From an optimization exercise on the open Yosys and OpenROAD flow, aimed at small area, a short achievable clock period and few clock cycles per item; shortcuts taken in it are not production practice. In this exercise RTL edits were held to simulation tests only and were not proved equivalent to the original. Power and IR drop assume default switching activity.

## 09-27
Design mr_tester, start of the top module:
module mr_tester (
    input  wire        clk,
    input  wire        rst,
    input  wire        start,
    input  wire [63:0] n_in,
    output reg         ready,
    output reg         done,
    output reg         prime,
    output reg         bad,
    output reg  [63:0] pw
);
    localparam W  = 4;
    localparam W2 = 2 * W;
    localparam BX = W * 33 + 1;             
    localparam S_IDLE = 3'd0;
    localparam S_CHK  = 3'd1;
    localparam S_CHK2 = 3'd2;
    localparam S_ABS  = 3'd3;
    localparam S_DBL  = 3'd4;
    localparam S_RUN  = 3'd5;
    localparam S_FIN  = 3'd6;
    localparam OP_LAD = 2'd0;    
    localparam OP_CV0 = 2'd1;    
    localparam OP_SQ2 = 2'd2;    
    localparam OP_CV2 = 2'd3;    
    reg [2:0]   state;
    reg [1:0]   op;
    reg         dm;          
    reg         dmode;       
    reg         conv;        
    reg [5:0]   it;          
    reg [5:0]   len;         
    reg [4:0]   dix;         
    reg [5:0]   idx;         
    reg [6:0]   rem;         
    reg [5:0]   kk;          
    reg [5:0]   j2;          
    reg [6:0]   v;           
    reg [6:0]   dleft;       
    reg [2:0]   jcnt;        
    reg [6:0]   blen;        
    reg [5:0]   kz;          
    reg         chk;         
    reg         first;       
    reg         lastcv;      
    reg [63:0]   n;
    reg [64:0]   b;          
    reg [65:0]   s;
    reg [65:0]   c;
    reg [W-1:0]  xl;
    reg [W-1:1]  yl;
    reg [W-1:0]  dg;         
    reg [W-1:0]  dn;         
    reg [W-1:0]  qg;         
    reg [W2-1:0] db;         
    reg [W-1:0]  dbn;        
    reg [W-1:0]  np;         
    reg [7:0]    e1r;        
    reg [7:0]    emr;        
    wire st_idle = (state == S_IDLE);
    wire st_chk  = (state == S_CHK);
    wire st_chk2 = (state == S_CHK2);
    wire st_abs  = (state == S_ABS);
    wire st_dbl  = (state == S_DBL);
    wire st_run  = (state == S_RUN);
    wire st_fin  = (state == S_FIN);
    reg [6:0] blen_c;
    reg [5:0] kz_c;
    integer i;
    always @* begin
        blen_c = 7'd0;
        for (i = 0; i < 64; i = i + 1)
            if (n[i]) blen_c = i + 1;
        kz_c = 6'd0;
  ...
clock: 10.0 ns
lec_check: 0
cap_margin: 20
core_margin: 2
core_utilization: 60
slew_margin: 20
run.sh (not shown) runs the stock make flow with config.mk's settings and CLKGATE_MAP_FILE= SYNTH_SCRIPT=/design/flow/synth_recipe.tcl, a recipe that flattens the netlist after the stock synthesis.
Testbench counts of 09-27, summed over its fixed seeds: cycles 147,300, tests 192.
The inputs of 04-14 differ from those of 09-27 as listed below.
--- a/flow/config.mk
+++ b/flow/config.mk
@@ -9,3 +9,5 @@
 export CORE_MARGIN = 2
 export CORE_UTILIZATION = 60
+export SETUP_SLACK_MARGIN = 5
 export SLEW_MARGIN = 20
+export TNS_END_PERCENT = 5
- 04-14 ends up with a final clock period utilization by the worst path that is 11 points lower than in 09-27.
- 04-14 vs. 09-27: shortest period the worst path allows decreased by 1.10 ns relative to the old numbers; transition time of the tightest slew-check pin decreased by 0.0091 ns relative to the old numbers; power increased by about 11% relative to the old numbers; core utilization increased by 1.3 points relative to the old numbers; delay of the slowest cell on the worst path decreased by 0.05 ns relative to the old numbers.
- Sort 04-14 and 09-27 by clock network power share asc -> top: 04-14
- Of 04-14 and 09-27, 09-27 shows the lower sum of met3 wire segment lengths after detailed routing, with 04-14 above it.
- | number of vias after detailed routing | 04-14 vs 09-27 | worse |

---

== the reference run ==
Another version of the RTL of mr_tester (not shown whole).
Size: roughly 4,700 cells after synthesis, roughly 140 I/O pins.
==> flow/config.mk <==
export PLATFORM = sky130hd
export DESIGN_NAME = mr_tester
export DESIGN_NICKNAME = mr_tester
export VERILOG_FILES = /design/flow/design.v
export SDC_FILE = /design/flow/constraint.sdc
export NUM_CORES = 4
export LEC_CHECK = 0
export CAP_MARGIN = 20
export CORE_MARGIN = 2
export CORE_UTILIZATION = 50
export SLEW_MARGIN = 20
==> flow/constraint.sdc <==
create_clock -name core_clock -period 10.0 [get_ports {clk}]
set_input_delay 2.0000 -clock core_clock [delete_from_list [all_inputs] [get_ports {clk}]]
set_output_delay 2.0000 -clock core_clock [all_outputs]
set_load 0.01 [all_outputs]
standard.sh (not shown) runs the stock make flow with config.mk's settings and CLKGATE_MAP_FILE= SYNTH_SCRIPT=/design/flow/synth_recipe.tcl, a recipe that flattens the netlist after the stock synthesis.
==> flow/flow/run.sh <==
#!/bin/bash
set -euo pipefail
bash standard.sh SETUP_SLACK_MARGIN=6.5 TNS_END_PERCENT=5 finish > make_finish.log 2>&1
Testbench counts of the reference run, summed over its fixed seeds: cycles 147,108, tests 192.
The inputs of the trial run differ from those of the reference run as listed below.
==> flow/flow/run.sh <==
#!/bin/bash
# The standard ORFS layout (the standard.sh) with three knobs changed:
#  - synthesis runs Yosys's synth without its internal "abc -fast" (SYNTH_ARGS=-noabc);
#    the final ABC mapping still runs. This keeps the carry-save adder tree as
#    full-adder cells without an inverter between each pair of them. The
#    registers, their names and their cells are those of the standard synthesis.
set -euo pipefail
bash standard.sh SYNTH_ARGS=-noabc SETUP_SLACK_MARGIN=6.5 TNS_END_PERCENT=5 finish > make_finish.log 2>&1
Results
Comparing the reference run with the trial run, the source-to-sink clock delay at the later pin of the worst-skew pair came out essentially unchanged.
Looking at the reference run and the trial run, the total area of sequential cells is a wash.
Relative to the reference run, the number of signal-net buffers in the layout measured on the trial run has increased by more than a quarter.
Of the two values seen for launching instance or port of the critical path, xl[3] was produced by the reference run and dm by the trial run.
The reference run → the trial run: share of the clock period used by the worst path went down 3.5 points, post-route standard cell area excluding fillers went down 0.98%, number of placed I/O pins held.

## separate check: timing with driven ports
No port has a modelled driver above. Below, the same layouts with a new extraction and two added sets of constraints.
Step 1 assumes that a clkbuf_16 drives the clock port and a buf_2 every other input.
Step 2 adds t to the input delays and takes it off the output delays; t is the mean of the earliest and latest rising clock arrival at the registers after step 1. Input paths then give back, and output paths get back, about the clock's delay inside the block.
a / b / c = no drivers / after step 1 / after step 2; a / b = the first two.
run | shift t [ns] | setup WS [ns] | worst setup path after step 2 | clock arrival spread, ns
09-27 | 0.714 | 3.473 / 3.473 / 3.473 | register to register | 0.034 / 0.034
04-14 | 0.708 | 4.570 / 4.570 / 4.570 | register to register | 0.022 / 0.022
the reference run | 0.726 | 4.227 / 4.227 / 4.227 | register to register | 0.035 / 0.036
the trial run | 0.722 | 4.575 / 4.575 / 4.575 | register to register | 0.061 / 0.061
After both steps every run listed still meets setup and hold.
